This design comes from an exercise in tuning for small area, a short achievable clock period and few clock cycles on the open sky130 flow, not from production work. Where RTL was checked, it was by simulation tests only, not by an equivalence proof against the original. The RTL of runs 3 and 7 was laid out without a check of its function.

==> flow/design.v, too long to show whole: its modules and the start of the top module <==
// module fp_lzc: 22 lines
// module fp_cadd: 50 lines
// module fp_addc: 50 lines
// module fp_carry: 45 lines
// module fp_subabs: 91 lines
// module fp_subexp: 21 lines
// module fp_accum: 73 lines
// module fp_sq: 78 lines
// module fp_sq_tree: 3885 lines
// module fp_fa: 10 lines
// module fp_divn: 113 lines
// module snr_power: 134 lines
module snr_power (
    input  wire        clk,
    input  wire        rst,
    input  wire        in_valid,
    output reg         in_ready,
    input  wire [63:0] in_x,
    input  wire [63:0] in_y,
    input  wire        in_last,
    output reg         out_valid,
    output wire [63:0] out_sigpwr,
    output wire [63:0] out_noisepwr
);
  // ...
==> flow/flow/run.sh <==
#!/bin/bash
# Layout flow: the standard flow (standard.sh, which runs the standard
# synthesis unchanged), with its timing repair asked for a setup margin so
# that it works the paths down towards a period well below the clock's.
# The constraints (clock, I/O delays, loads) are the design's own.
# make's full output goes to flow_make.log; ORFS keeps each step's log under
# orfs/logs.
set -euo pipefail
cd "$(dirname "$0")/.."
MARGIN=${MARGIN:-18.5}
bash standard.sh SETUP_SLACK_MARGIN="$MARGIN" TNS_END_PERCENT=100 finish > flow_make.log 2>&1
==> flow/standard.sh <==
#!/bin/bash
# synth_recipe.tcl (not shown) runs the flow's synth.tcl, then flattens the netlist and writes it again
# the make line also repeats each setting of config.mk as NAME=value (left out here)
make -C /OpenROAD-flow-scripts/flow DESIGN_CONFIG=/design/flow/config.mk WORK_HOME=/design/flow/orfs CLKGATE_MAP_FILE= SYNTH_SCRIPT=/design/flow/synth_recipe.tcl "${@:-finish}"
==> flow/config.mk <==
export PLATFORM = sky130hd
export DESIGN_NAME = snr_power
export DESIGN_NICKNAME = snr_power
export VERILOG_FILES = /design/flow/design.v
export SDC_FILE = /design/flow/constraint.sdc
export NUM_CORES = 8
export LEC_CHECK = 0
export ABC_AREA = 1
export CAP_MARGIN = 35
export CORE_MARGIN = 2
export CORE_UTILIZATION = 60
export SLEW_MARGIN = 35
export SYNTH_HIERARCHICAL = 1
export SYNTH_MINIMUM_KEEP_SIZE = 0
==> flow/constraint.sdc <==
create_clock -name core_clock -period 25.0 [get_ports {clk}]
set_input_delay 5.0000 -clock core_clock [delete_from_list [all_inputs] [get_ports {clk}]]
set_output_delay 5.0000 -clock core_clock [all_outputs]
set_load 0.01 [all_outputs]
==> results.txt, run 1 <==
Detail Route Antenna Nets -> 0
outcome -> finished clean
Crit Reg-Reg Endpoint -> u_sqd.c1[4]
number of global-route vias before repair -> 188k
biggest regs -> x0 (64), y0 (64)
global-route usage over all layers -> 43.3%
Critical Path Source -> u_divx.mq[36]
routed wl met2 -> 327 mm
Final Cell Area -> 212000 um^2
TritonRoute pass-1 iters -> 8
Hold Worst Slack -> 325 ps
grt met3 use -> 12.4%
Well Taps -> 4515
Die X -> 584 um
number of remaining DRC errors -> 0
Final HPWL DP -> 548 mm
commonest non-fill, non-tap cells in the layout -> nand2_1, fa_1, inv_1
fraction of area in multi-input gates -> 70.2%
Non-Clock Buffer Count -> 901
clk slew on worst S/H paths -> 60 ps
critical path endpoint category -> primary output
post-CTS sizing -> 956
CTS tree -> done
CP endpoint -> out_sigpwr[36]
Testbench counts, summed over its fixed seeds: cycles 25,426.
==> inputs of run 2 (changes only) <==
==> flow/flow/run.sh (replaced) <==
#!/bin/bash
# Layout flow: the standard flow (standard.sh, which runs the standard
# synthesis unchanged), with its timing repair asked for a setup margin so
# that it works the paths down towards a period well below the clock's, and
# the ports buffered with a plain buffer (buf_4) instead of the default pick.
# The constraints (clock, I/O delays, loads) are the design's own.
# make's full output goes to flow_make.log; ORFS keeps each step's log under
# orfs/logs.
set -euo pipefail
cd "$(dirname "$0")/.."
MARGIN=${MARGIN:-18.5}
bash standard.sh SETUP_SLACK_MARGIN="$MARGIN" TNS_END_PERCENT=100 \
    BUFFER_PORTS_ARGS="-buffer_cell sky130_fd_sc_hd__buf_4" finish > flow_make.log 2>&1
==> results.txt, run 2 <==
Yosys warnings -> 13
Hold Crit Start -> lp[4]
clk slew on worst S/H paths -> 70 ps (about the same)
headroom to the max-slew limit -> 23.5%
commonest non-fill, non-tap cells in the layout -> nand2_1, fa_1, inv_1
Period Utilization, post-route -> 26.5%
RePlAce Congestion -> 1.06
max cap viols -> 0
Hold Path Class -> register to register
via/cell ratio -> 6.16
highest clock rate -> 0.151 GHz
FF-to-FF path depth -> 22
commonest non-fill, non-tap cell in the layout -> nand2_1
drt total wl -> 776 mm
Crit path required time -> 20000 ps
Root Buffer -> clkbuf_16
crit path time final -> 6610 ps
worst slack, placed -> 16060 ps
Final HPWL DP -> 551 mm (+0.60%)
Critical Path Source Type -> register
TritonCTS Sinks -> 1423
endpoints failing setup -> 0
initial antenna violation count -> 29
nets -> 30.4k
CTS HTree Levels -> 4
Crit Reg-Reg Endpoint -> u_sqd.cin1
DR iter-0 viols -> 24.1k
TritonRoute pass-1 iters -> 11 (+3)
Final Non-Filler Cells -> 31.8k
CTS tree -> done
Final Core Density -> 63.5%
Die Area -> 342000 um^2
setup TNS -> 0 ps
dpl cells -> 31.0k
crit path DAT -> 1610 ps
P&R area growth vs syn -> 5.54%
Top Family by Delay on Critical Path -> flip-flops
grt total ovfl -> 0
WP buf/inv -> 1
biggest regs -> x0 (64), y0 (64)
Avg Inst Size Synth -> 7.29 um^2
Port Buffers -> 259
crit-path cells -> buf_6
worst setup margin -> 18390 ps
Die X -> 584 um (unchanged)
hold-critical path depth -> 0
number of remaining DRC errors -> 0 (unchanged)
CTS Buf Count -> 171
Slew Viols, Final -> 0
crit-path max FO -> 2
Crit path largest cell delay -> 510 ps
Die Y -> 584 um
Least-Margin Pin Slew -> 1140 ps
flop2flop setup slack -> 18590 ps
routed len/inst -> 24.4 um
first-pass GRT wire length -> 1140 mm
Skew-Pair Late Insertion Delay -> 920 ps
Vias -> 196k
Synth Cell Area -> 202000 um^2
CORE AREA -> 336000 um^2
Final Hold Fails -> 0
Detail Route Antenna Nets -> 0 (unchanged)
Hold Worst Slack -> 321 ps (-4.19 ps)
initial core utilization -> 60.2%
Worst Skew -> 90.9 ps
Cell Rows -> 213
largest net degree at the start of global routing -> 112
global-route usage over all layers -> 43.7% (+0.43 points)
slowest CP cell -> edfxtp_1
type of the worst setup path -> register to primary output
CTS Hold Bufs -> 0
critical path endpoint category -> primary output
share of cells above drive strength 1 -> 9.76%
Post-Syn Instances -> 27.7k
Hold Crit Endpoint -> lp[5]
Max Root-Sink Buffers -> 4
num ports -> 262
Reg-to-Reg Start -> u_sub.nan
outcome -> finished clean
number of global-route vias before repair -> 188k (-0.11%)
RSZ-0062 raised after global routing -> yes
run 2: cell count changes in the layout (fill, tap and decap cells not counted), sizes merged, moves of 10 or more:
cell	previous run	this run
bufbuf	10	22
clkdlybuf4s50	130	0
inv	2666	2679
buf	736	903
clkinv	79	69
run 2: area by class of cell:
class | count | area [um^2]
Antenna cell | 14 | 35.0
Clock buffer | 204 | 4640
Clock inverter | 107 | 1360
Fill cell | 30500 | 123000
Inverter | 2681 | 10400
Multi-Input combinational cell | 21900 | 149000
Sequential cell | 1423 | 31900
Tap cell | 4515 | 5650
Timing Repair Buffer | 965 | 10800
Timing Repair inverter | 9 | 70.1
run 2: how the worst max path moves through the flow:
stage	from	endpoint	slack, ps	cells past startpoint
after floorplan	u_sub.inf	u_sqd.cin1	19200	25
after global placement	x0[53]	u_sub.s1_1[53]	16270	41
after detailed placement	u_accx.swp	hold_x[1]	16060	37
after CTS	u_divx.mq[40]	out_sigpwr[40]	18350	1
after global routing	u_divx.mq[40]	out_sigpwr[40]	18370	1
final	u_divd.mq[61]	out_noisepwr[61]	18390	1
run 2: timing repair:
item                       4_1_cts  5_1_grt
cloned                          52       49
setup endpoints to repair      674      615
gates resized for setup        558      508
buffers inserted               211      173
pin swaps                       53       93
run 2: metal layers:
metal  GRT usage [%]  part of all wire (%)  wire [um]  vias to the layer above
met3            12.7                    13     101000                     3154
met5           0.238                 0.043        335                        -
met1            56.0                    37     289000                    92400
met4            25.2                   7.2      55500                       20
met2            65.9                    43     330000                    13600
li1                -                     -          -                    86600
run 2: per-stage QoR:
stage | area, um^2
CTS | 209000
floorplan | 203000
detailed placement | 198000
global route | 213000
finish | 213000
global placement | 198000
==> module fp_sq, before the edit <==
module fp_sq (
    input  wire        clk,
    input  wire        v2,
    input  wire [62:0] a,
    output reg  [62:0] result,
    output wire [10:0] e3
);
    wire [10:0] ea = a[62:52];
    wire [51:0] fa = a[51:0];
    wire [105:0] ns;
    wire [105:0] nc;
    fp_sq_tree u_tree (.f(fa), .ns(ns), .nc(nc));
    wire        lo_c;
    fp_carry #(.W(49)) u_lo (.a(ns[48:0]), .b(nc[48:0]), .cin(1'b1), .co(lo_c));
    reg  [56:0] s1;
    reg  [56:0] c1;
    reg         cin1;
    reg         stk1;
    reg  signed [12:0] el1;    
    reg         nan1;
    reg         inf1;
    reg         zero1;         
    always @(posedge clk) begin
        s1    <= ns[105:49];
        c1    <= nc[105:49];
        cin1  <= lo_c;
        stk1  <= |fa[24:0];
        el1   <= $signed({1'b0, ea, 1'b0}) - 13'sd1023;
        nan1  <= (ea == 11'h7ff) && (fa != 52'd0);
        inf1  <= (ea == 11'h7ff) && (fa == 52'd0);
        zero1 <= (ea == 11'd0);
    end
    wire [57:0] t;
    fp_addc #(.W(57)) u_hi (.a(s1), .b(c1), .cin(cin1), .s(t));
    wire [56:0] p = ~t[56:0];                       
    wire signed [12:0] eh  = el1 + 13'sd1;
    wire        nrm_h = eh  >= 13'sd1;
    wire        nrm_l = el1 >= 13'sd1;
    wire        ovf_h = eh  >= 13'sd2047;
    wire        ovf_l = el1 >= 13'sd2047;
    wire [55:0] sig_h = {p[56:2], p[1] | p[0] | stk1};
    wire [55:0] sig_l = {p[55:1], p[0] | stk1};
    wire signed [12:0] shx = -el1;
    wire [5:0]  sh   = (shx > 13'sd63) ? 6'd63 : shx[5:0];
    wire [56:0] px   = p >> sh;
    wire        lost = |(p & ~({57{1'b1}} << sh));
    wire [55:0] sig_s = {px[56:2], px[1] | px[0] | lost | stk1};
    wire        top  = p[56];
    wire        nrm  = top ? nrm_h : nrm_l;
    wire        ovf  = top ? ovf_h : ovf_l;
    wire [55:0] sig2 = !nrm ? sig_s : top ? sig_h : sig_l;
    wire [10:0] e    = !nrm ? 11'd0 : top ? eh[10:0] : el1[10:0];
    reg  [51:0] f2;
    reg  [10:0] e2;
    reg         rb2;
    reg         st2;
    reg         nan2;
    reg         inf2;
    reg         zero2;
    always @(posedge clk) begin
        f2    <= sig2[54:3];
        e2    <= e;
        rb2   <= sig2[2];
        st2   <= sig2[1] | sig2[0];
        nan2  <= nan1;
        inf2  <= inf1 | (ovf & ~nan1 & ~zero1);
        zero2 <= zero1;
    end
    reg  [62:0] r3;
    always @* begin
        r3 = {e2, f2} + {62'd0, rb2 & (st2 | f2[0])};
        if (!v2 || zero2)  r3 = 63'd0;
        else if (nan2)     r3 = 63'h7ff8000000000000;
        else if (inf2)     r3 = 63'h7ff0000000000000;
    end
    assign e3 = r3[62:52];
    always @(posedge clk) result <= r3;
endmodule
==> module snr_power, before the edit <==
module snr_power (
    input  wire        clk,
    input  wire        rst,
    input  wire        in_valid,
    output reg         in_ready,
    input  wire [63:0] in_x,
    input  wire [63:0] in_y,
    input  wire        in_last,
    output reg         out_valid,
    output wire [63:0] out_sigpwr,
    output wire [63:0] out_noisepwr
);
    reg  [63:0] x0;
    reg  [63:0] y0;
    reg         l0;
    reg         v0;
    reg         rst_q;
    wire accept = in_valid & in_ready;
    always @(posedge clk) begin
        x0    <= in_x;
        y0    <= in_y;
        l0    <= in_last;
        v0    <= accept & ~rst;
        rst_q <= rst;
    end
    reg  [5:1]  vp;
    reg  [5:1]  lp;
    always @(posedge clk) begin
        vp <= rst ? 5'd0 : {vp[4:1], v0};
        lp <= {lp[4:1], l0};
    end
    reg  [18:0] cnt;
    wire [18:0] cnt1 = cnt + 19'd1;
    always @(posedge clk) begin
        if (rst)
            cnt <= 19'd0;
        else if (v0)
            cnt <= l0 ? 19'd0 : cnt1;
    end
    wire [62:0] sqx;
    wire [10:0] ex_n;
    fp_sq u_sqx (.clk(clk), .v2(vp[2]), .a(x0[62:0]), .result(sqx), .e3(ex_n));
    wire [51:0] d2_f;
    wire [10:0] d2_x;
    wire [5:0]  d2_sh;
    wire        d2_c;
    wire        d2_pb;
    wire        d2_nan;
    wire        d2_inf;
    wire [62:0] d2;
    fp_subabs u_sub (
        .clk(clk), .a(y0), .b(x0), .frac(d2_f), .xe(d2_x), .sh(d2_sh), .xc(d2_c),
        .pb(d2_pb), .nan(d2_nan), .inf(d2_inf)
    );
    fp_subexp u_subx (
        .frac(d2_f), .xe(d2_x), .sh(d2_sh), .xc(d2_c), .pb(d2_pb), .nan(d2_nan),
        .inf(d2_inf), .result(d2)
    );
    wire [62:0] sqd;
    wire [10:0] ed_n;
    fp_sq u_sqd (.clk(clk), .v2(vp[4]), .a(d2), .result(sqd), .e3(ed_n));
    wire end_x = vp[3] & lp[3];
    wire end_d = vp[5] & lp[5];
    wire [62:0] acc_x;
    wire [62:0] acc_d;
    wire [62:0] sum_x;
    wire [62:0] sum_d;
    fp_accum u_accx (
        .clk(clk), .clr(end_x | rst_q), .b(sqx), .en((ex_n == 11'd0) ? 11'd1 : ex_n),
        .acc(acc_x), .sum(sum_x)
    );
    fp_accum u_accd (
        .clk(clk), .clr(end_d | rst_q), .b(sqd), .en((ed_n == 11'd0) ? 11'd1 : ed_n),
        .acc(acc_d), .sum(sum_d)
    );
    reg  [62:0] hold_x;
    reg  [62:0] hold_d;
    reg         hv_x;
    reg         hv_d;
    always @(posedge clk) begin
        if (end_x) hold_x <= sum_x;
        if (end_d) hold_d <= sum_d;
    end
    wire        idle_x;
    wire        idle_d;
    wire        done_x;
    wire        done_d;
    wire [62:0] res_x;
    wire [62:0] res_d;
    reg  [18:0] nh;          
    reg  [18:0] nt;          
    wire load_x = hv_x & idle_x;
    wire load_d = hv_d & idle_d;
    wire fire   = done_x & done_d & ~out_valid;
    fp_divn #(.R(3)) u_divx (
        .clk(clk), .rst(rst), .load(load_x), .a(hold_x), .n(nh),
        .release_(out_valid), .idle(idle_x), .done(done_x), .mq(res_x)
    );
    fp_divn #(.R(3)) u_divd (
        .clk(clk), .rst(rst), .load(load_d), .a(hold_d), .n(nh),
        .release_(out_valid), .idle(idle_d), .done(done_d), .mq(res_d)
    );
    always @(posedge clk) begin
        if (rst) begin
            hv_x      <= 1'b0;
            hv_d      <= 1'b0;
            out_valid <= 1'b0;
        end else begin
            hv_x <= end_x | (hv_x & ~load_x);
            hv_d <= end_d | (hv_d & ~load_d);
            out_valid <= fire;
        end
    end
    always @(posedge clk) begin
        if (fire) nh <= nt;
        if (v0 & l0) begin
            if (owed == {1'b0, fire}) nh <= cnt1;
            else                      nt <= cnt1;
        end
    end
    assign out_sigpwr   = {1'b0, res_x};
    assign out_noisepwr = {1'b0, res_d};
    reg  [1:0]  owed;
    wire [1:0]  owed_n = owed + {1'b0, v0 & l0} - {1'b0, fire};
    always @(posedge clk) begin
        if (rst) begin
            owed     <= 2'd0;
            in_ready <= 1'b1;
        end else begin
            owed     <= owed_n;
            in_ready <= (owed_n == 2'd0) || ((owed_n == 2'd1) && !(accept && in_last));
        end
    end
endmodule
==> inputs of run 3 (changes only) <==
--- a/flow/design.v
+++ b/flow/design.v
@@ -166,4 +166,44 @@
     assign co = lev[LW].n_[0].g;
 endmodule
+module fp_cgroups #(
+    parameter W  = 8,
+    parameter NG = 1
+) (
+    input  wire [W-1:0]  a,
+    input  wire [W-1:0]  b,
+    input  wire          cin,
+    output wire [NG-1:0] g,
+    output wire [NG-1:0] t
+);
+    genvar j, l, i;
+    generate
+        for (j = 0; j < NG; j = j + 1) begin : grp
+            for (l = 0; l <= 3; l = l + 1) begin : lev
+                for (i = 0; i < (8 >> l); i = i + 1) begin : n_
+                    wire gg;
+                    wire tt;
+                    if (l == 0) begin : leaf
+                        localparam integer P = 8 * j + i;
+                        if (P == 0) begin : c
+                            assign gg = cin;
+                            assign tt = 1'b0;
+                        end else if (P <= W) begin : d
+                            assign gg = a[P-1] & b[P-1];
+                            assign tt = a[P-1] | b[P-1];
+                        end else begin : e
+                            assign gg = 1'b0;
+                            assign tt = 1'b1;
+                        end
+                    end else begin : comb
+                        assign gg = lev[l-1].n_[2*i+1].gg | (lev[l-1].n_[2*i+1].tt & lev[l-1].n_[2*i].gg);
+                        assign tt = lev[l-1].n_[2*i+1].tt & lev[l-1].n_[2*i].tt;
+                    end
+                end
+            end
+            assign g[j] = lev[3].n_[0].gg;
+            assign t[j] = lev[3].n_[0].tt;
+        end
+    endgenerate
+endmodule
 module fp_subabs (
     input  wire        clk,
@@ -363,9 +403,11 @@
     wire [105:0] nc;
     fp_sq_tree u_tree (.f(fa), .ns(ns), .nc(nc));
-    wire        lo_c;
-    fp_carry #(.W(49)) u_lo (.a(ns[48:0]), .b(nc[48:0]), .cin(1'b1), .co(lo_c));
+    wire [6:0]  lo_g;
+    wire [6:0]  lo_t;
+    fp_cgroups #(.W(49), .NG(7)) u_lo (.a(ns[48:0]), .b(nc[48:0]), .cin(1'b1), .g(lo_g), .t(lo_t));
     reg  [56:0] s1;
     reg  [56:0] c1;
-    reg         cin1;
+    reg  [6:0]  g1;
+    reg  [6:0]  t1;
     reg         stk1;
     reg  signed [12:0] el1;    
@@ -376,5 +418,6 @@
         s1    <= ns[105:49];
         c1    <= nc[105:49];
-        cin1  <= lo_c;
+        g1    <= lo_g;
+        t1    <= lo_t;
         stk1  <= |fa[24:0];
         el1   <= $signed({1'b0, ea, 1'b0}) - 13'sd1023;
@@ -383,4 +426,13 @@
         zero1 <= (ea == 11'd0);
     end
+    wire        c01  = g1[1] | (t1[1] & g1[0]);
+    wire        c23  = g1[3] | (t1[3] & g1[2]);
+    wire        t23  = t1[3] & t1[2];
+    wire        c45  = g1[5] | (t1[5] & g1[4]);
+    wire        t45  = t1[5] & t1[4];
+    wire        c03  = c23 | (t23 & c01);
+    wire        c46  = g1[6] | (t1[6] & c45);
+    wire        t46  = t1[6] & t45;
+    wire        cin1 = c46 | (t46 & c03);
     wire [57:0] t;
     fp_addc #(.W(57)) u_hi (.a(s1), .b(c1), .cin(cin1), .s(t));
@@ -4446,6 +4498,6 @@
     input  wire        in_last,
     output reg         out_valid,
-    output wire [63:0] out_sigpwr,
-    output wire [63:0] out_noisepwr
+    output reg  [63:0] out_sigpwr,
+    output reg  [63:0] out_noisepwr
 );
     reg  [63:0] x0;
@@ -4528,14 +4580,15 @@
     reg  [18:0] nh;          
     reg  [18:0] nt;          
+    reg  res_valid;          
     wire load_x = hv_x & idle_x;
     wire load_d = hv_d & idle_d;
-    wire fire   = done_x & done_d & ~out_valid;
+    wire fire   = done_x & done_d & ~res_valid;
     fp_divn #(.R(3)) u_divx (
         .clk(clk), .rst(rst), .load(load_x), .a(hold_x), .n(nh),
-        .release_(out_valid), .idle(idle_x), .done(done_x), .mq(res_x)
+        .release_(res_valid), .idle(idle_x), .done(done_x), .mq(res_x)
     );
     fp_divn #(.R(3)) u_divd (
         .clk(clk), .rst(rst), .load(load_d), .a(hold_d), .n(nh),
-        .release_(out_valid), .idle(idle_d), .done(done_d), .mq(res_d)
+        .release_(res_valid), .idle(idle_d), .done(done_d), .mq(res_d)
     );
     always @(posedge clk) begin
@@ -4543,9 +4596,11 @@
             hv_x      <= 1'b0;
             hv_d      <= 1'b0;
+            res_valid <= 1'b0;
             out_valid <= 1'b0;
         end else begin
             hv_x <= end_x | (hv_x & ~load_x);
             hv_d <= end_d | (hv_d & ~load_d);
-            out_valid <= fire;
+            res_valid <= fire;
+            out_valid <= res_valid;
         end
     end
@@ -4557,6 +4612,8 @@
         end
     end
-    assign out_sigpwr   = {1'b0, res_x};
-    assign out_noisepwr = {1'b0, res_d};
+    always @(posedge clk) begin
+        out_sigpwr   <= {1'b0, res_x};
+        out_noisepwr <= {1'b0, res_d};
+    end
     reg  [1:0]  owed;
     wire [1:0]  owed_n = owed + {1'b0, v0 & l0} - {1'b0, fire};
==> flow/flow/run.sh (replaced) <==
#!/bin/bash
# Layout flow: the standard flow (standard.sh, which runs the standard
# synthesis unchanged), with its timing repair asked for a setup margin so
# that it works the paths down towards a period well below the clock's.
# The constraints (clock, I/O delays, loads) are the design's own.
# make's full output goes to flow_make.log; ORFS keeps each step's log under
# orfs/logs.
set -euo pipefail
cd "$(dirname "$0")/.."
MARGIN=${MARGIN:-18.5}
bash standard.sh SETUP_SLACK_MARGIN="$MARGIN" TNS_END_PERCENT=100 finish > flow_make.log 2>&1
==> results.txt, run 3 <==
outcome -> finished clean
CTS tree -> done
max cap viols -> 0 (unchanged)
Cell Rows -> 213 (unchanged)
Die X -> 586 um (+0.33%)
drt total wl -> 766 mm (-1.2%)
Final Core Density -> 63.2% (-0.28 points)
Worst Skew -> 82.0 ps (-8.92 ps)
Synth Cell Area -> 204000 um^2 (+0.66%)
routed wl met2 -> 326 mm (-1.3%)
crit path time final -> 6550 ps (-64.0 ps)
via/cell ratio -> 6.17 (+0.17%)
commonest non-fill, non-tap cells in the layout -> nand2_1, fa_1, inv_1
initial antenna violation count -> 42 (+45%)
Detail Route Antenna Nets -> 0 (unchanged)
routed wl met3 -> 103 mm (+2.3%)
crit-path max FO -> 32 (+30)
Slew Viols, Final -> 0 (unchanged)
largest net degree at the start of global routing -> 121 (+8.0%)
num ports -> 262 (unchanged)
Post-Syn Instances -> 27.8k (+0.18%)
type of the worst setup path -> register to register
Avg Inst Size Synth -> 7.32 um^2 (+0.48%)
Root Buffer -> clkbuf_16
TritonCTS Sinks -> 1574 (+11%)
CORE AREA -> 337000 um^2 (+0.32%)
Vias -> 195k (-0.32%)
Final HPWL DP -> 550 mm (-0.18%)
RSZ-0062 raised after global routing -> yes
number of global-route vias before repair -> 187k (-0.40%)
Least-Margin Pin Slew -> 1180 ps (+40.9 ps)
Crit path required time -> 25700 ps (+5700 ps)
Die Y -> 586 um (+0.33%)
setup TNS -> 0 ps (unchanged)
DRT met1 WL -> 288 mm (-0.25%)
initial core utilization -> 60.4% (+0.21 points)
highest clock rate -> 0.153 GHz (+0.98%)
DR iter-0 viols -> 24.7k (+2.5%)
global-route usage over all layers -> 43.2% (-0.55 points)
Final Hold Fails -> 0 (unchanged)
RePlAce Congestion -> 1.08 (+2.3%)
top layer in use -> met5
headroom to the max-slew limit -> 20.7% (-2.8 points)
share of cells above drive strength 1 -> 8.52% (-1.2 points)
critical path endpoint category -> register
Max Root-Sink Buffers -> 4 (unchanged)
CTS Buf Count -> 183 (+7.0%)
Skew-Pair Late Insertion Delay -> 940 ps (+20 ps)
commonest non-fill, non-tap cell in the layout -> nand2_1
nets -> 30.3k (-0.58%)
first-pass GRT wire length -> 1130 mm (-0.93%)
Filler cells -> 30.5k (+0.066%)
crit path DAT -> 7250 ps (+5640 ps)
number of remaining DRC errors -> 0 (unchanged)
Critical Path Source Type -> register
Die Area -> 344000 um^2 (+0.65%)
Port Buffers -> 259 (unchanged)
clk slew on worst S/H paths -> 60 ps (about the same)
P&R area growth vs syn -> 4.73%
flop2flop setup slack -> 18450 ps (-140 ps)
Hold Path Class -> register to register
routed len/inst -> 24.2 um (-0.76%)
Period Utilization, post-route -> 26.2% (-0.26 points)
Yosys warnings -> 13 (unchanged)
biggest regs -> x0 (64), y0 (64)
CTS HTree Levels -> 4 (unchanged)
endpoints failing setup -> 0 (unchanged)
TritonRoute pass-1 iters -> 10 (-1)
grt total ovfl -> 0 (unchanged)
[run 3: final cells by class]
cell class	instances	area (um^2)	area share, %
timing repair buffer	743	7290	3.42
tap	4515	5650	2.65
multi-input combinational	21800	148000	69.6
sequential	1574	35000	16.4
clock inverter	92	1330	0.624
inverter	2634	10200	4.77
antenna	24	60.1	0.0282
clock buffer	241	5190	2.44
timing repair inverter	10	83.8	0.0393
[run 3: path summary, 6_finish.rpt]
path | start | endpoint | cells past startpoint
min reg2reg | lp[1] | lp[2] | 0
max reg2reg | u_sub.inf | u_sqd.c1[7] | 14
min | lp[1] | lp[2] | 0
max | u_sub.inf | u_sqd.c1[7] | 14
[run 3: what timing repair did]
action                     in CTS  in global routing
setup endpoints to repair     655                531
hold buffers                    0                  0
cloned                         34                 33
setup buffers                  63                130
pin swaps                      40                 92
resized for setup             736                494
[run 3: critical path, cell delays in order, from the launching register on]
cell and delay (ps):
dfxtp_1 350, nor2_4 200, inv_8 170, buf_16 260
nor2_4 560, buf_4 670, nand2_1 170, fa_1 490
fa_1 510, fa_1 460, fa_1 440, fa_1 450
fa_1 480, fa_1 440, fa_1 590
[run 3: metrics by stage]
step	hold slack [ps]	setup slack (ps)	area, um^2	std cells
2_1_floorplan	310	19230	204000	27900
3_3_place_gp	312	16300	201000	31000
3_5_place_dp	314	16260	201000	31000
4_1_cts	328	18410	210000	31400
5_1_grt	340	18410	213000	31600
6_report	325	18450	213000	31600
[run 3: routing by layer]
metal | global-route usage [%] | vias to the layer above
met3 | 12.5 | 2952
met1 | 56.4 | 92500
met2 | 64.9 | 13500
met5 | 0 | -
li1 | - | 86200
met4 | 22.5 | 22
==> module fp_subabs, before the edit <==
module fp_subabs (
    input  wire        clk,
    input  wire [63:0] a,
    input  wire [63:0] b,
    output reg  [51:0] frac,
    output reg  [10:0] xe,         
    output reg  [5:0]  sh,
    output reg         xc,         
    output reg         pb,         
    output reg         nan,
    output reg         inf
);
    wire        effsub = a[63] == b[63];
    wire [10:0] ea = a[62:52];
    wire [10:0] eb = b[62:52];
    wire [51:0] fa = a[51:0];
    wire [51:0] fb = b[51:0];
    wire a_nan = (ea == 11'h7ff) && (fa != 52'd0);
    wire b_nan = (eb == 11'h7ff) && (fb != 52'd0);
    wire a_inf = (ea == 11'h7ff) && (fa == 52'd0);
    wire b_inf = (eb == 11'h7ff) && (fb == 52'd0);
    wire [52:0] ma = {ea != 11'd0, fa};
    wire [52:0] mb = {eb != 11'd0, fb};
    wire [10:0] xa = (ea == 11'd0) ? 11'd1 : ea;
    wire [10:0] xb = (eb == 11'd0) ? 11'd1 : eb;
    wire [11:0] dab  = {1'b0, xa} - {1'b0, xb};
    wire [11:0] dba  = {1'b0, xb} - {1'b0, xa};
    wire        swap = dab[11];
    wire [10:0] x_big   = swap ? xb : xa;
    wire [52:0] m_big   = swap ? mb : ma;
    wire [52:0] m_small = swap ? ma : mb;
    wire [10:0] diff    = swap ? dba[10:0] : dab[10:0];
    wire [5:0]  dsh     = (diff[10:6] != 5'd0) ? 6'd63 : diff[5:0];
    wire [55:0] small_ext0 = {m_small, 3'b000};
    wire [55:0] small_sh   = small_ext0 >> dsh;
    wire        small_lost = |(small_ext0 & ~({56{1'b1}} << dsh));
    wire [55:0] small_ext  = {small_sh[55:1], small_sh[0] | small_lost};
    wire [55:0] addend = effsub ? ~small_ext : small_ext;
    wire [56:0] s0;
    wire [56:0] s1;
    fp_cadd #(.W(56)) u_add (.a({m_big, 3'b000}), .b(addend), .s0(s0), .s1(s1));
    reg  [56:0] s0_1;
    reg  [56:0] s1_1;
    reg         sub1;
    reg  [10:0] x1;
    reg         nan1;
    reg         inf1;
    always @(posedge clk) begin
        s0_1 <= s0;
        s1_1 <= s1;
        sub1 <= effsub;
        x1   <= x_big;
        nan1 <= a_nan || b_nan || (a_inf && b_inf && effsub);
        inf1 <= a_inf || b_inf;
    end
    wire [55:0] mag  = s1_1[56] ? s1_1[55:0] : ~s0_1[55:0];    
    wire [56:0] m57  = sub1 ? {1'b0, mag} : s0_1;
    wire        far  = !sub1 || m57[55] || m57[54];
    wire        r1   = m57[56];
    wire        l1   = sub1 && !m57[55] && (x1 != 11'd1);
    wire [55:0] na   = r1 ? {m57[56:2], m57[1] | m57[0]} : l1 ? {m57[54:0], 1'b0} : m57[55:0];
    wire [10:0] xa1  = r1 ? x1 + 11'd1 : l1 ? x1 - 11'd1 : x1;
    wire [62:0] ra0  = {na[55] ? xa1 : 11'd0, na[54:3]};
    wire [52:0] fa1  = {1'b0, na[54:3]} + {52'd0, na[2] & (na[1] | na[0] | na[3])};
    reg  [55:0] stopb;
    integer i;
    always @*
        for (i = 0; i < 56; i = i + 1)
            stopb[i] = x1 == 11'd56 - i;
    wire [6:0]  lz;
    fp_lzc #(.L(6)) u_lzc (.x({mag | stopb, 8'd0}), .lz(lz));
    wire [5:0]  lsh   = lz[5:0];
    wire [55:0] nb    = mag << lsh;
    always @(posedge clk) begin
        if (far) begin
            frac <= fa1[51:0];
            xe   <= ra0[62:52];
            sh   <= 6'd0;
            xc   <= fa1[52];
            pb   <= 1'b0;
        end else begin
            frac <= nb[54:3];
            xe   <= x1;
            sh   <= lsh;
            xc   <= nb[55];
            pb   <= 1'b1;
        end
        nan <= nan1;
        inf <= inf1 || (r1 && x1 == 11'd2046);
    end
endmodule
==> module fp_subexp, before the edit <==
module fp_subexp (
    input  wire [51:0] frac,
    input  wire [10:0] xe,
    input  wire [5:0]  sh,
    input  wire        xc,
    input  wire        pb,
    input  wire        nan,
    input  wire        inf,
    output reg  [62:0] result
);
    always @* begin
        if (pb)
            result = {xc ? xe - {5'd0, sh} : 11'd0, frac};
        else
            result = {xe + {10'd0, xc}, frac};
        if (nan)
            result = 63'h7ff8000000000000;
        else if (inf)
            result = 63'h7ff0000000000000;
    end
endmodule
==> inputs of run 4 (changes only) <==
--- a/flow/design.v
+++ b/flow/design.v
@@ -275,7 +275,9 @@
         for (i = 0; i < 56; i = i + 1)
             stopb[i] = x1 == 11'd56 - i;
-    wire [6:0]  lz;
-    fp_lzc #(.L(6)) u_lzc (.x({mag | stopb, 8'd0}), .lz(lz));
-    wire [5:0]  lsh   = lz[5:0];
+    wire [6:0]  lz1;
+    wire [6:0]  lz0;
+    fp_lzc #(.L(6)) u_lzc1 (.x({s1_1[55:0] | stopb, 8'd0}), .lz(lz1));
+    fp_lzc #(.L(6)) u_lzc0 (.x({~s0_1[55:0] | stopb, 8'd0}), .lz(lz0));
+    wire [5:0]  lsh   = s1_1[56] ? lz1[5:0] : lz0[5:0];
     wire [55:0] nb    = mag << lsh;
     always @(posedge clk) begin
@@ -298,5 +300,4 @@
 endmodule
 module fp_subexp (
-    input  wire [51:0] frac,
     input  wire [10:0] xe,
     input  wire [5:0]  sh,
@@ -305,15 +306,13 @@
     input  wire        nan,
     input  wire        inf,
-    output reg  [62:0] result
+    output reg  [10:0] e
 );
     always @* begin
-        if (pb)
-            result = {xc ? xe - {5'd0, sh} : 11'd0, frac};
+        if (nan || inf)
+            e = 11'h7ff;
+        else if (pb)
+            e = xc ? xe - {5'd0, sh} : 11'd0;
         else
-            result = {xe + {10'd0, xc}, frac};
-        if (nan)
-            result = 63'h7ff8000000000000;
-        else if (inf)
-            result = 63'h7ff0000000000000;
+            e = xe + {10'd0, xc};
     end
 endmodule
@@ -395,4 +394,6 @@
     input  wire        v2,
     input  wire [62:0] a,
+    input  wire        sn,         
+    input  wire        si,         
     output reg  [62:0] result,
     output wire [10:0] e3
@@ -422,6 +423,6 @@
         stk1  <= |fa[24:0];
         el1   <= $signed({1'b0, ea, 1'b0}) - 13'sd1023;
-        nan1  <= (ea == 11'h7ff) && (fa != 52'd0);
-        inf1  <= (ea == 11'h7ff) && (fa == 52'd0);
+        nan1  <= sn || ((ea == 11'h7ff) && (fa != 52'd0) && !si);
+        inf1  <= si || ((ea == 11'h7ff) && (fa == 52'd0) && !sn);
         zero1 <= (ea == 11'd0);
     end
@@ -4530,5 +4531,7 @@
     wire [62:0] sqx;
     wire [10:0] ex_n;
-    fp_sq u_sqx (.clk(clk), .v2(vp[2]), .a(x0[62:0]), .result(sqx), .e3(ex_n));
+    fp_sq u_sqx (
+        .clk(clk), .v2(vp[2]), .a(x0[62:0]), .sn(1'b0), .si(1'b0), .result(sqx), .e3(ex_n)
+    );
     wire [51:0] d2_f;
     wire [10:0] d2_x;
@@ -4538,5 +4541,5 @@
     wire        d2_nan;
     wire        d2_inf;
-    wire [62:0] d2;
+    wire [10:0] d2_e;
     fp_subabs u_sub (
         .clk(clk), .a(y0), .b(x0), .frac(d2_f), .xe(d2_x), .sh(d2_sh), .xc(d2_c),
@@ -4544,10 +4547,11 @@
     );
     fp_subexp u_subx (
-        .frac(d2_f), .xe(d2_x), .sh(d2_sh), .xc(d2_c), .pb(d2_pb), .nan(d2_nan),
-        .inf(d2_inf), .result(d2)
+        .xe(d2_x), .sh(d2_sh), .xc(d2_c), .pb(d2_pb), .nan(d2_nan), .inf(d2_inf), .e(d2_e)
     );
     wire [62:0] sqd;
     wire [10:0] ed_n;
-    fp_sq u_sqd (.clk(clk), .v2(vp[4]), .a(d2), .result(sqd), .e3(ed_n));
+    fp_sq u_sqd (
+        .clk(clk), .v2(vp[4]), .a({d2_e, d2_f}), .sn(d2_nan), .si(d2_inf), .result(sqd), .e3(ed_n)
+    );
     wire end_x = vp[3] & lp[3];
     wire end_d = vp[5] & lp[5];
==> results.txt, run 4 <==
outcome -> finished clean
Die X -> 589 um (+0.42%)
Synth Cell Area -> 205000 um^2 (+0.85%)
Root Buffer -> clkbuf_16
Hold Worst Slack -> 335 ps (+9.65 ps)
routed len/inst -> 24.9 um (+2.6%)
number of global-route vias before repair -> 195k (+4.2%)
global-route usage over all layers -> 44.5% (+1.4 points)
Crit path required time -> 20000 ps (-5700 ps)
crit path time final -> 6460 ps (-93.9 ps)
Yosys warnings -> 13 (unchanged)
crit-path cells -> clkdlybuf4s15_2
slowest CP cell -> dfxtp_1
Least-Margin Pin Slew -> 1180 ps (+6.20 ps)
Crit path largest cell delay -> 310 ps (-360 ps)
Max Root-Sink Buffers -> 4 (unchanged)
Final Hold Fails -> 0 (unchanged)
nets -> 30.7k (+1.6%)
Detail Route Antenna Nets -> 0 (unchanged)
highest clock rate -> 0.155 GHz (+1.5%)
Cell Rows -> 214 (+0.47%)
Period Utilization, post-route -> 25.8% (-0.38 points)
commonest non-fill, non-tap cells in the layout -> nand2_1, fa_1, inv_1
Port Buffers -> 259 (unchanged)
DR iter-0 viols -> 24.5k (-0.50%)
grt total ovfl -> 0 (unchanged)
initial core utilization -> 60.4% (about the same)
P&R area growth vs syn -> 4.64% (about the same)
Vias -> 200k (+2.7%)
share of cells above drive strength 1 -> 8.37% (-0.16 points)
Skew-Pair Late Insertion Delay -> 990 ps (+50 ps)
biggest regs -> x0 (64), y0 (64)
CTS Buf Count -> 179 (-2.2%)
CORE AREA -> 340000 um^2 (+0.87%)
drt total wl -> 799 mm (+4.3%)
CTS HTree Levels -> 4 (unchanged)
Final HPWL DP -> 582 mm (+5.8%)
WP buf/inv -> 1 (-2)
Die Area -> 347000 um^2 (+0.84%)
critical path endpoint category -> primary output
crit-path max FO -> 1 (-97%)
clk slew on worst S/H paths -> 70 ps (about the same)
Worst Skew -> 105 ps (+22.6 ps)
type of the worst setup path -> register to primary output
endpoints failing setup -> 0 (unchanged)
crit path DAT -> 1460 ps (-5790 ps)
via/cell ratio -> 6.23 (+1.0%)
RePlAce Congestion -> 1.09 (+0.75%)
Post-Syn Instances -> 28.3k (+1.8%)
commonest non-fill, non-tap cell in the layout -> nand2_1
num ports -> 262 (unchanged)
first-pass GRT wire length -> 1180 mm (+4.1%)
TritonCTS Sinks -> 1574 (unchanged)
Avg Inst Size Synth -> 7.25 um^2 (-0.94%)
Hold Path Class -> register to register
largest net degree at the start of global routing -> 114 (-5.8%)
CTS tree -> done
max cap viols -> 0 (unchanged)
initial antenna violation count -> 36 (-14%)
Die Y -> 589 um (+0.42%)
Slew Viols, Final -> 0 (unchanged)
number of remaining DRC errors -> 0 (unchanged)
setup TNS -> 0 ps (unchanged)
Top Family by Delay on Critical Path -> flip-flops
Critical Path Source Type -> register
headroom to the max-slew limit -> 20.3% (-0.42 points)
RSZ-0062 raised after global routing -> yes
TritonRoute pass-1 iters -> 12 (+2)
[run 4: routing by layer]
metal / global-route usage, % / share of wire (%) / up-vias
met1: 55.5 / 36 / 94400
met5: 0 / 0.026 / -
met4: 27.4 / 7.7 / 28
met2: 68.1 / 43 / 14600
li1: - / - / 87600
met3: 13.2 / 13 / 3674
[run 4: path summary, 6_finish.rpt]
| check | from | end | slack, ps | cells past startpoint |
|---|---|---|---|---|
| worst max register to register | u_sub.frac[21] | u_sqd.t1[5] | 18620 | 15 |
| worst min register to register | lp[1] | lp[2] | 340 | 0 |
| worst min-delay path | lp[1] | lp[2] | 340 | 0 |
| worst max-delay path | out_noisepwr[16] | out_noisepwr[16] | 18540 | 1 |
[run 4: metrics by stage]
stage	worst slack, ps	utilization [%]	instance area [um^2]	std cells
after floorplan	19330	-	206000	28400
after global placement	15970	59.7	203000	31500
after detailed placement	15790	59.7	203000	31500
after CTS	18500	62.0	211000	32000
after global routing	18430	63.1	215000	32100
final	18540	63.2	215000	32100
[run 4: final cells by class]
class,count,area [um^2]
flip-flops and latches,1574,35000
diodes,16,40.0
well taps,4536,5680
fillers,30600,125000
repair inverters,9,81.3
repair buffers,753,7370
inverters,2722,10500
multi-input cells,22200,150000
clock inverters,104,1380
clock buffers,225,5010
[run 4: what timing repair did]
item / in CTS / in global routing
cloned: 29 / 33
setup buffers: 68 / 121
hold buffers: 0 / 0
endpoints found under the setup margin: 641 / 508
resized for setup: 711 / 505
pin swaps: 38 / 82
Testbench counts of run 4, summed over its fixed seeds: cycles 25,434.
==> inputs of run 5 (changes only) <==
--- a/flow/config.mk
+++ b/flow/config.mk
@@ -10,4 +10,6 @@
 export CORE_MARGIN = 2
 export CORE_UTILIZATION = 60
+export CTS_CLUSTER_DIAMETER = 80
+export CTS_CLUSTER_SIZE = 30
 export SLEW_MARGIN = 35
 export SYNTH_HIERARCHICAL = 1
==> results.txt, run 5 <==
outcome -> finished clean
dpl cells -> 31.5k (unchanged)
Detail Route Antenna Nets -> 0 (unchanged)
num ports -> 262 (unchanged)
initial core utilization -> 60.4% (unchanged)
CTS HTree Levels -> 3 (-1)
Skew-Pair Late Insertion Delay -> 950 ps (-40 ps)
CTS Hold Bufs -> 0 (unchanged)
RePlAce Congestion -> 1.09 (unchanged)
Final Non-Filler Cells -> 32.0k (-0.44%)
Worst Skew -> 77.9 ps (-26.7 ps)
Avg Inst Size Synth -> 7.25 um^2 (unchanged)
largest net degree at the start of global routing -> 114 (unchanged)
commonest non-fill, non-tap cells in the layout -> nand2_1, fa_1, inv_1
global-route usage over all layers -> 44.3% (-0.20 points)
Port Buffers -> 259 (unchanged)
Yosys warnings -> 13 (unchanged)
Crit path largest cell delay -> 560 ps (+250 ps)
type of the worst setup path -> register to register
Least-Margin Pin Slew -> 1140 ps (-38.3 ps)
RSZ-0062 raised after global routing -> yes
number of remaining DRC errors -> 0 (unchanged)
biggest regs -> x0 (64), y0 (64)
drt total wl -> 795 mm (-0.50%)
Cell Rows -> 214 (unchanged)
Crit path required time -> 25690 ps (+5690 ps)
number of global-route vias before repair -> 194k (-0.59%)
via/cell ratio -> 6.23 (about the same)
Final Hold Fails -> 0 (unchanged)
Critical Path Source Type -> register
routed len/inst -> 24.8 um (about the same)
critical path endpoint category -> register
Final HPWL DP -> 582 mm (unchanged)
crit-path max FO -> 54 (+53)
DR iter-0 viols -> 25.3k (+3.1%)
Die Area -> 347000 um^2 (unchanged)
commonest non-fill, non-tap cell in the layout -> nand2_1
highest clock rate -> 0.155 GHz (about the same)
crit path time final -> 6450 ps (-3.80 ps)
share of cells above drive strength 1 -> 8.17% (-0.20 points)
nets -> 30.7k (-0.25%)
crit path DAT -> 7150 ps (+5690 ps)
Die X -> 589 um (unchanged)
CTS tree -> done
Synth Cell Area -> 205000 um^2 (unchanged)
first-pass GRT wire length -> 1170 mm (-0.48%)
setup TNS -> 0 ps (unchanged)
TritonRoute pass-1 iters -> 13 (+1)
P&R area growth vs syn -> 3.52%
grt total ovfl -> 0 (unchanged)
Post-Syn Instances -> 28.3k (unchanged)
Root Buffer -> clkbuf_16
Max Root-Sink Buffers -> 4 (unchanged)
Worst path most repeated cell -> nand2_1
endpoints failing setup -> 0 (unchanged)
Slew Viols, Final -> 0 (unchanged)
Vias -> 199k (-0.51%)
headroom to the max-slew limit -> 22.9% (+2.6 points)
CORE AREA -> 340000 um^2 (unchanged)
Period Utilization, post-route -> 25.8% (about the same)
TritonCTS Sinks -> 1574 (unchanged)
Die Y -> 589 um (unchanged)
slowest CP cell -> a311oi_2
clk slew on worst S/H paths -> 110 ps (+40 ps)
max cap viols -> 0 (unchanged)
CTS Buf Count -> 108 (-40%)
initial antenna violation count -> 26 (-28%)
Hold Path Class -> register to register
-- run 5: cell types whose count changed in the layout (fill, tap and decap cells not counted), moves of 11 or more --
cell / previous run / this run
bufinv_16: 23 / 1
dfxtp_1: 1100 / 1079
clkinv_16: 6 / 18
clkdlybuf4s15_1: 28 / 1
clkbuf_8: 23 / 5
clkinv_8: 4 / 20
clkbuf_16: 209 / 133
dfxtp_2: 132 / 152
clkinv_2: 25 / 11
buf_2: 84 / 115
clkinvlp_4: 32 / 21
buf_4: 383 / 369
-- run 5: path summary, 6_finish.rpt --
path              depth (start not counted)  slack, ps         end       start
setup / recovery                         38      18550  hold_d[60]  u_accd.swp
hold / removal                            0        350       lp[5]       lp[4]
setup reg to reg                         38      18550  hold_d[60]  u_accd.swp
hold reg to reg                           0        350       lp[5]       lp[4]
-- run 5: per-layer routing --
metal	share of wire, %	track usage [%]
met1	37	55.8
met4	7.5	26.8
met3	13	12.7
met5	0.015	0
met2	43	67.7
-- run 5: cell type report --
type	count	area (um^2)
sequential	1574	35100
antenna	11	27.5
timing repair inverter	13	109
timing repair buffer	746	7280
clock inverter	76	1330
fill	30900	128000
clock buffer	121	2800
inverter	2722	10500
multi-input combinational	22200	150000
tap	4536	5680
-- run 5: timing repair --
action | 4_1_cts | 5_1_grt
gates resized for setup | 813 | 485
pin swaps | 33 | 84
buffers inserted | 68 | 110
setup endpoints to repair | 642 | 504
hold endpoints to repair | 0 | 0
cloned | 31 | 34
-- run 5: through the flow --
stage          hold slack (ps)  setup slack, ps  utilization [%]  area (um^2)
6_report                   348            18550             62.5       212000
5_1_grt                    354            18430             62.5       212000
4_1_cts                    349            18420             61.4       209000
3_5_place_dp               319            15790             59.7       203000
3_3_place_gp               314            15970             59.7       203000
2_1_floorplan              310            19330                -       206000
-- run 5: critical path, delay by kind of cell (launching register included) --
kind            cells  cell delay [ps]
buf+inv             6             1100
mux                 1              150
flops               1              460
fa+ha+maj           1              360
simple gates       26             2940
compound gates      4             1130
==> inputs of run 6 (changes only) <==
--- a/flow/flow/run.sh
+++ b/flow/flow/run.sh
@@ -8,4 +8,4 @@
 set -euo pipefail
 cd "$(dirname "$0")/.."
-MARGIN=${MARGIN:-18.5}
+MARGIN=${MARGIN:-19.0}
 bash standard.sh SETUP_SLACK_MARGIN="$MARGIN" TNS_END_PERCENT=100 finish > flow_make.log 2>&1
--- a/flow/config.mk
+++ b/flow/config.mk
@@ -10,6 +10,4 @@
 export CORE_MARGIN = 2
 export CORE_UTILIZATION = 60
-export CTS_CLUSTER_DIAMETER = 80
-export CTS_CLUSTER_SIZE = 30
 export SLEW_MARGIN = 35
 export SYNTH_HIERARCHICAL = 1
==> results.txt, run 6 <==
outcome -> finished clean
flop2flop setup slack -> 18730 ps (+180 ps)
FF-to-FF path depth -> 43 (+13%)
Worst Skew -> 102 ps (+24.5 ps)
crit-path cells -> buf_6
Period Utilization, post-route -> 25.8% (-0.037 points)
CP Depth -> 1 (-97%)
DR iter-0 viols -> 26.0k (+2.6%)
first-pass GRT wire length -> 1190 mm (+1.7%)
initial antenna violation count -> 23 (-12%)
Synth Cell Area -> 205000 um^2 (unchanged)
clk slew on worst S/H paths -> 70 ps (-40 ps)
Final Non-Filler Cells -> 32.5k (+1.4%)
WP buf/inv -> 1 (-5)
number of remaining DRC errors -> 0 (unchanged)
share of cells above drive strength 1 -> 12.2% (+4.1 points)
Die X -> 589 um (unchanged)
commonest non-fill, non-tap cell in the layout -> nand2_1
TritonRoute pass-1 iters -> 9 (-4)
Avg Inst Size Synth -> 7.25 um^2 (unchanged)
Critical Path Source -> out_sigpwr[47]
Die Area -> 347000 um^2 (unchanged)
max cap viols -> 0 (unchanged)
Top Family by Delay on Critical Path -> flip-flops
critical path endpoint category -> primary output
nets -> 31.1k (+1.3%)
type of the worst setup path -> register to primary output
global-route usage over all layers -> 45.1% (+0.81 points)
RePlAce Congestion -> 1.09 (unchanged)
Critical Path Source Type -> register
endpoints failing setup -> 0 (unchanged)
drt total wl -> 821 mm (+3.3%)
Crit Reg-Reg Endpoint -> u_divx.rem[15]
CTS tree -> done
Vias -> 204k (+2.2%)
Post-Syn Instances -> 28.3k (unchanged)
Final Cell Area -> 223000 um^2 (+4.8%)
Reg-to-Reg Start -> u_divx.mq[62]
largest net degree at the start of global routing -> 114 (unchanged)
crit path time final -> 6440 ps (-9.20 ps)
Yosys warnings -> 13 (unchanged)
Final Hold Fails -> 0 (unchanged)
Crit path largest cell delay -> 330 ps (-230 ps)
Placed Instance Area -> 203000 um^2 (unchanged)
Filler cells -> 29.4k (-4.8%)
Hold Worst Slack -> 341 ps (-6.98 ps)
crit path DAT -> 1440 ps (-5710 ps)
slowest CP cell -> dfxtp_2
Cell Rows -> 214 (unchanged)
Crit path required time -> 20000 ps (-5690 ps)
Skew-Pair Late Insertion Delay -> 990 ps (+40 ps)
routed len/inst -> 25.3 um (+1.9%)
TritonCTS Sinks -> 1574 (unchanged)
Final HPWL DP -> 582 mm (unchanged)
highest clock rate -> 0.155 GHz (+0.14%)
CP endpoint -> out_sigpwr[47]
Detail Route Antenna Nets -> 0 (unchanged)
biggest regs -> x0 (64), y0 (64)
grt total ovfl -> 0 (unchanged)
dpl cells -> 31.5k (unchanged)
CORE AREA -> 340000 um^2 (unchanged)
initial core utilization -> 60.4% (unchanged)
headroom to the max-slew limit -> 16.4% (-6.4 points)
P&R area growth vs syn -> 8.50%
CTS HTree Levels -> 4 (+1)
Root Buffer -> clkbuf_16
Least-Margin Pin Slew -> 1240 ps (+95.7 ps)
Port Buffers -> 259 (unchanged)
Slew Viols, Final -> 0 (unchanged)
CTS Buf Count -> 179 (+66%)
CTS Hold Bufs -> 0 (unchanged)
setup TNS -> 0 ps (unchanged)
commonest non-fill, non-tap cells in the layout -> nand2_1, fa_1, inv_1
num ports -> 262 (unchanged)
Max Root-Sink Buffers -> 4 (unchanged)
Hold Path Class -> register to register
via/cell ratio -> 6.28 (+0.77%)
RSZ-0062 raised after global routing -> yes
number of global-route vias before repair -> 197k (+1.5%)
crit-path max FO -> 1 (-98%)
Die Y -> 589 um (unchanged)
[run 6: metal layers]
metal	part of all wire [%]	track usage, %
met1	36	56.2
met2	43	68.8
met3	14	13.5
met4	7.9	28.1
met5	0.035	0
[run 6: repair_timing]
item,4_1_cts,5_1_grt
cloned,61,55
setup buffers,166,280
gates resized for setup,1226,1399
endpoints found under the setup margin,693,690
pin swaps,85,411
[run 6: how the worst min path moves through the flow]
| stage | startpoint | end | slack, ps | cells after the start |
|---|---|---|---|---|
| 3_5_place_dp | lp[4] | lp[5] | 320 | 0 |
| 4_1_cts | lp[1] | lp[2] | 340 | 0 |
| 6_report | lp[1] | lp[2] | 340 | 0 |
| 2_1_floorplan | lp[1] | lp[2] | 310 | 0 |
| 3_3_place_gp | lp[4] | lp[5] | 310 | 0 |
| 5_1_grt | lp[1] | lp[2] | 350 | 0 |
[run 6: layout make-up]
cell class	instances	area, um^2	share of cell area (%)
tap	4536	5680	2.55
sequential	1574	35200	15.8
clock buffer	225	5010	2.25
antenna	13	32.5	0.0146
clock inverter	104	1380	0.619
timing repair buffer	1046	10900	4.91
multi-input combinational	22200	154000	69.0
timing repair inverter	21	205	0.0921
inverter	2722	10600	4.77
[run 6: worst reg2reg max path, delay by kind of cell (launching register included)]
kind | cells | cell delay, ps
adder cells (fa/ha/maj) | 3 | 930
AO/OA/AOI/OAI | 4 | 490
buffers and inverters | 10 | 1080
flip-flops | 1 | 420
AND/OR/NAND/NOR | 26 | 3160
[run 6: through the flow]
stage / setup WS, ps / utilization [%]
2_1_floorplan: 19330 / -
3_3_place_gp: 15970 / 59.7
3_5_place_dp: 15790 / 59.7
4_1_cts: 18510 / 63.0
5_1_grt: 18520 / 65.5
6_report: 18560 / 65.5
==> inputs of run 7 (changes only) <==
--- a/flow/design.v
+++ b/flow/design.v
@@ -275,9 +275,7 @@
         for (i = 0; i < 56; i = i + 1)
             stopb[i] = x1 == 11'd56 - i;
-    wire [6:0]  lz1;
-    wire [6:0]  lz0;
-    fp_lzc #(.L(6)) u_lzc1 (.x({s1_1[55:0] | stopb, 8'd0}), .lz(lz1));
-    fp_lzc #(.L(6)) u_lzc0 (.x({~s0_1[55:0] | stopb, 8'd0}), .lz(lz0));
-    wire [5:0]  lsh   = s1_1[56] ? lz1[5:0] : lz0[5:0];
+    wire [6:0]  lz;
+    fp_lzc #(.L(6)) u_lzc (.x({mag | stopb, 8'd0}), .lz(lz));
+    wire [5:0]  lsh   = lz[5:0];
     wire [55:0] nb    = mag << lsh;
     always @(posedge clk) begin
--- a/flow/flow/run.sh
+++ b/flow/flow/run.sh
@@ -8,4 +8,4 @@
 set -euo pipefail
 cd "$(dirname "$0")/.."
-MARGIN=${MARGIN:-19.0}
+MARGIN=${MARGIN:-18.5}
 bash standard.sh SETUP_SLACK_MARGIN="$MARGIN" TNS_END_PERCENT=100 finish > flow_make.log 2>&1
==> results.txt, run 7 <==
outcome -> finished clean
grt total ovfl -> 0 (unchanged)
RePlAce Congestion -> 1.07 (-2.3%)
Least-Margin Pin Slew -> 1170 ps (-70.0 ps)
Filler cells -> 30.6k (+3.9%)
TritonCTS Sinks -> 1574 (unchanged)
Root Buffer -> clkbuf_16
crit path time final -> 6460 ps (+18.2 ps)
routed len/inst -> 24.6 um (-2.6%)
Final Hold Fails -> 0 (unchanged)
crit-path cells -> buf_6
endpoints failing setup -> 0 (unchanged)
crit path DAT -> 1460 ps (+20 ps)
Crit path required time -> 20000 ps (about the same)
Period Utilization, post-route -> 25.8% (+0.073 points)
Cell Rows -> 213 (-0.47%)
first-pass GRT wire length -> 1160 mm (-3.1%)
nets -> 30.2k (-2.8%)
CORE AREA -> 337000 um^2 (-0.86%)
largest net degree at the start of global routing -> 117 (+2.6%)
Slew Viols, Final -> 0 (unchanged)
type of the worst setup path -> register to primary output
clk slew on worst S/H paths -> 70 ps (about the same)
Crit path largest cell delay -> 400 ps (+70 ps)
Avg Inst Size Synth -> 7.31 um^2 (+0.80%)
num ports -> 262 (unchanged)
RSZ-0062 raised after global routing -> yes
initial core utilization -> 60.4% (about the same)
global-route usage over all layers -> 44.1% (-0.98 points)
number of global-route vias before repair -> 190k (-3.5%)
commonest non-fill, non-tap cells in the layout -> nand2_1, fa_1, inv_1
setup TNS -> 0 ps (unchanged)
WP buf/inv -> 1 (unchanged)
CTS tree -> done
crit-path max FO -> 2 (+1)
TritonRoute pass-1 iters -> 9 (unchanged)
Yosys warnings -> 13 (unchanged)
Detail Route Antenna Nets -> 0 (unchanged)
dpl cells -> 31.1k (-1.6%)
biggest regs -> x0 (64), y0 (64)
DR iter-0 viols -> 25.1k (-3.5%)
Worst Skew -> 72.8 ps (-29.6 ps)
CTS Buf Count -> 183 (+2.2%)
Synth Cell Area -> 204000 um^2 (-0.82%)
Die Area -> 344000 um^2 (-0.81%)
Final Non-Filler Cells -> 31.6k (-2.7%)
drt total wl -> 778 mm (-5.2%)
Top Family by Delay on Critical Path -> flip-flops
Final Core Density -> 62.7% (-2.7 points)
Vias -> 196k (-3.8%)
CTS HTree Levels -> 4 (unchanged)
Port Buffers -> 259 (unchanged)
via/cell ratio -> 6.21 (-1.1%)
max cap viols -> 0 (unchanged)
Critical Path Source Type -> register
Hold Path Class -> register to register
Die X -> 586 um (-0.41%)
Final HPWL DP -> 567 mm (-2.6%)
share of cells above drive strength 1 -> 8.07% (-4.2 points)
highest clock rate -> 0.155 GHz (-0.28%)
Post-Syn Instances -> 27.8k (-1.6%)
initial antenna violation count -> 38 (+65%)
number of remaining DRC errors -> 0 (unchanged)
slowest CP cell -> dfxtp_4
Skew-Pair Late Insertion Delay -> 950 ps (-40 ps)
commonest non-fill, non-tap cell in the layout -> nand2_1
headroom to the max-slew limit -> 21.1% (+4.7 points)
CTS Hold Bufs -> 0 (unchanged)
Die Y -> 586 um (-0.41%)
critical path endpoint category -> primary output
P&R area growth vs syn -> 3.90%
Max Root-Sink Buffers -> 4 (unchanged)
## run 7: per-layer routing
layer	global-route usage [%]	routed length [um]	vias up
met5	0	247	-
met4	23.2	49800	40
met3	13.4	105000	2961
met2	66.5	332000	13700
met1	57.2	291000	93100
li1	-	-	86200
## run 7: what timing repair did
action	CTS	global route
buffers inserted	41	79
endpoints found under the hold margin	0	0
pin swaps	21	66
gates cloned	31	24
resized for setup	787	426
setup endpoints to repair	625	510
## run 7: cell type report
cell class / count / area (um^2) / area share (%)
Clock inverter: 110 / 1320 / 0.626
Clock buffer: 227 / 5120 / 2.42
Timing Repair inverter: 8 / 62.6 / 0.0296
Inverter: 2627 / 10200 / 4.80
Timing Repair Buffer: 648 / 6220 / 2.94
Tap cell: 4515 / 5650 / 2.67
Antenna cell: 20 / 50.0 / 0.0237
Sequential cell: 1574 / 35000 / 16.6
Multi-Input combinational cell: 21900 / 148000 / 69.9
## run 7: per-stage QoR
stage                     area (um^2)  worst slack [ps]  hold WS, ps
after CTS                      209000             18480          296
after floorplan                204000             19440          310
after global placement         201000             16220          313
final                          212000             18540          319
after detailed placement       201000             16090          315
after global routing           211000             18420          316
## run 7: path summary, 6_finish.rpt
check,from,to,slack [ps],cells past startpoint
setup / recovery,in_ready,in_ready,18540,1
hold / removal,u_sqx.nan1,u_sqx.nan2,320,0
setup reg to reg,u_sub.s1_1[56],u_sub.frac[33],18540,18
hold reg to reg,u_sqx.nan1,u_sqx.nan2,320,0
==> inputs of run 8 (changes only) <==
--- a/flow/design.v
+++ b/flow/design.v
@@ -275,7 +275,9 @@
         for (i = 0; i < 56; i = i + 1)
             stopb[i] = x1 == 11'd56 - i;
-    wire [6:0]  lz;
-    fp_lzc #(.L(6)) u_lzc (.x({mag | stopb, 8'd0}), .lz(lz));
-    wire [5:0]  lsh   = lz[5:0];
+    wire [6:0]  lz1;
+    wire [6:0]  lz0;
+    fp_lzc #(.L(6)) u_lzc1 (.x({s1_1[55:0] | stopb, 8'd0}), .lz(lz1));
+    fp_lzc #(.L(6)) u_lzc0 (.x({~s0_1[55:0] | stopb, 8'd0}), .lz(lz0));
+    wire [5:0]  lsh   = s1_1[56] ? lz1[5:0] : lz0[5:0];
     wire [55:0] nb    = mag << lsh;
     always @(posedge clk) begin
==> flow/flow/run.sh (replaced) <==
#!/bin/bash
# Layout flow: the standard flow (standard.sh, which runs the standard
# synthesis unchanged), with its timing repair asked for a setup margin so
# that it works the paths down towards a period well below the clock's, and
# the ports buffered with a plain buffer (buf_4) instead of the default pick.
# The constraints (clock, I/O delays, loads) are the design's own.
# make's full output goes to flow_make.log; ORFS keeps each step's log under
# orfs/logs.
set -euo pipefail
cd "$(dirname "$0")/.."
MARGIN=${MARGIN:-18.5}
bash standard.sh SETUP_SLACK_MARGIN="$MARGIN" TNS_END_PERCENT=100 \
    BUFFER_PORTS_ARGS="-buffer_cell sky130_fd_sc_hd__buf_4" finish > flow_make.log 2>&1
--- a/flow/config.mk
+++ b/flow/config.mk
@@ -9,5 +9,5 @@
 export CAP_MARGIN = 35
 export CORE_MARGIN = 2
-export CORE_UTILIZATION = 60
+export CORE_UTILIZATION = 65
 export SLEW_MARGIN = 35
 export SYNTH_HIERARCHICAL = 1
==> results.txt, run 8 <==
outcome -> finished clean
Hold Path Class -> register to register
crit-path max FO -> 33 (+31)
TritonCTS Sinks -> 1574 (unchanged)
initial core utilization -> 65.3% (+4.9 points)
critical path endpoint category -> register
Avg Inst Size Synth -> 7.25 um^2 (-0.79%)
RePlAce Congestion -> 1.10 (+2.9%)
Die Y -> 566 um (-3.5%)
nets -> 30.7k (+1.8%)
Synth Cell Area -> 205000 um^2 (+0.82%)
Crit path required time -> 25830 ps (+5830 ps)
CORE AREA -> 314000 um^2 (-6.7%)
P&R area growth vs syn -> 4.18%
highest clock rate -> 0.154 GHz (-0.70%)
Root Buffer -> clkbuf_16
crit path time final -> 6510 ps (+45.9 ps)
commonest non-fill, non-tap cells in the layout -> nand2_1, fa_1, inv_1
max cap viols -> 0 (unchanged)
first-pass GRT wire length -> 1160 mm (+0.69%)
via/cell ratio -> 6.39 (+2.9%)
Cell Rows -> 206 (-3.3%)
Port Buffers -> 259 (unchanged)
slowest CP cell -> dfxtp_2
global-route usage over all layers -> 47.2% (+3.1 points)
endpoints failing setup -> 0 (unchanged)
num ports -> 262 (unchanged)
routed len/inst -> 24.7 um (+0.33%)
Vias -> 203k (+3.5%)
CTS tree -> done
Die X -> 566 um (-3.5%)
Final Hold Fails -> 0 (unchanged)
Max Root-Sink Buffers -> 4 (unchanged)
Skew-Pair Late Insertion Delay -> 970 ps (+20 ps)
biggest regs -> x0 (64), y0 (64)
Post-Syn Instances -> 28.3k (+1.6%)
clk slew on worst S/H paths -> 60 ps (about the same)
grt total ovfl -> 0 (unchanged)
DR iter-0 viols -> 28.7k (+14%)
Final HPWL DP -> 566 mm (-0.23%)
CTS Hold Bufs -> 0 (unchanged)
-- run 8: cell count changes in the layout (fill, tap and decap cells not counted), sizes merged, moves of 19 or more --
cell           before   now
inv              2626  2708
o211ai            182   154
nor2             2056  2102
nand3            2275  2341
buf               463   706
clkdlybuf4s50     130     0
mux2i              25    70
clkdlybuf4s15      35     0
clkinv             65    84
nand2            9328  9548
o21a               28    55
-- run 8: final timing paths --
| path | to | start | slack, ps | cells after the start |
|---|---|---|---|---|
| worst min register to register | u_sub.nan | u_sub.nan1 | 330 | 0 |
| worst max register to register | u_sqx.t1[5] | x0[27] | 18490 | 15 |
| worst max-delay path | u_sqx.t1[5] | x0[27] | 18490 | 15 |
| worst min-delay path | u_sub.nan | u_sub.nan1 | 330 | 0 |
-- run 8: critical path: cells and delay by family, from the launching register on --
family                   cells  cell delay (ps)
buffers and inverters        2              760
flip-flops                   1             1040
AND/OR/NAND/NOR              4              700
adder cells (fa/ha/maj)      8             3770
AO/OA/AOI/OAI                1              130
-- run 8: routing by layer --
layer | GRT usage [%] | vias up | share of wire, %
li1 | - | 87600 | -
met3 | 15.3 | 4258 | 14
met1 | 59.4 | 94700 | 36
met2 | 70.4 | 16300 | 42
met4 | 29.5 | 36 | 7.9
met5 | 0.0892 | - | 0.029
-- run 8: final cells by class --
cell class | count | area, um^2
multi-input cells | 22200 | 150000
fillers | 26900 | 101000
flip-flops and latches | 1574 | 35000
inverters | 2722 | 10500
repair buffers | 732 | 6970
well taps | 4160 | 5200
clock buffers | 233 | 5140
clock inverters | 107 | 1320
repair inverters | 10 | 111
diodes | 24 | 60.1
-- run 8: repair_timing --
| item | in CTS | in global routing |
|---|---|---|
| setup endpoints to repair | 522 | 510 |
| resized for setup | 301 | 406 |
| setup buffers | 65 | 127 |
| pin swaps | 32 | 76 |
| cloned | 40 | 28 |
-- run 8: through the flow --
| step | std cells | worst slack, ps | instance area [um^2] | hold WS, ps |
|---|---|---|---|---|
| 2_1_floorplan | 28400 | 19330 | 206000 | 310 |
| 3_3_place_gp | 31100 | 15220 | 202000 | 312 |
| 3_5_place_dp | 31100 | 16220 | 202000 | 312 |
| 4_1_cts | 31600 | 18490 | 210000 | 326 |
| 5_1_grt | 31800 | 18350 | 214000 | 327 |
| 6_report | 31800 | 18490 | 214000 | 325 |
Testbench counts of run 8, summed over its fixed seeds: cycles 25,434.

==> afterwards: timing with drivers on the ports <==
Ports are ideal in the flow. The routed layouts listed here were re-timed in OpenROAD.
Step 1 sets driving cells, clkbuf_16 on the clock port and buf_2 on the other inputs (assumed; they add their load-dependent delay and slew).
Step 2 moves the port delays by t, midway between the first and last clock arrival at a register: inputs arrive t later, outputs are due t later. That takes back most of the time a late clock gives input paths.
Slacks: ideal ports / drivers / drivers and shift; pairs: ideal ports / drivers.
run | t (ns) | slack for setup (ns) | worst hold slack (ns)
run 1 | 1.020 | 18.378 / 18.260 / 18.528 | 0.325 / 0.325 / 0.325
run 2 | 0.994 | 18.385 / 18.270 / 18.586 | 0.321 / 0.321 / 0.321
run 3 | 1.013 | 18.449 / 18.406 / 18.449 | 0.325 / 0.325 / 0.325
run 4 | 1.040 | 18.543 / 18.427 / 18.618 | 0.335 / 0.335 / 0.335
run 5 | 1.029 | 18.547 / 18.433 / 18.547 | 0.348 / 0.348 / 0.348
run 6 | 1.046 | 18.556 / 18.438 / 18.735 | 0.341 / 0.341 / 0.341
run 7 | 1.042 | 18.538 / 18.419 / 18.541 | 0.319 / 0.319 / 0.319
run 8 | 1.042 | 18.492 / 18.439 / 18.492 | 0.325 / 0.325 / 0.325
After both steps every run listed still meets setup and hold.
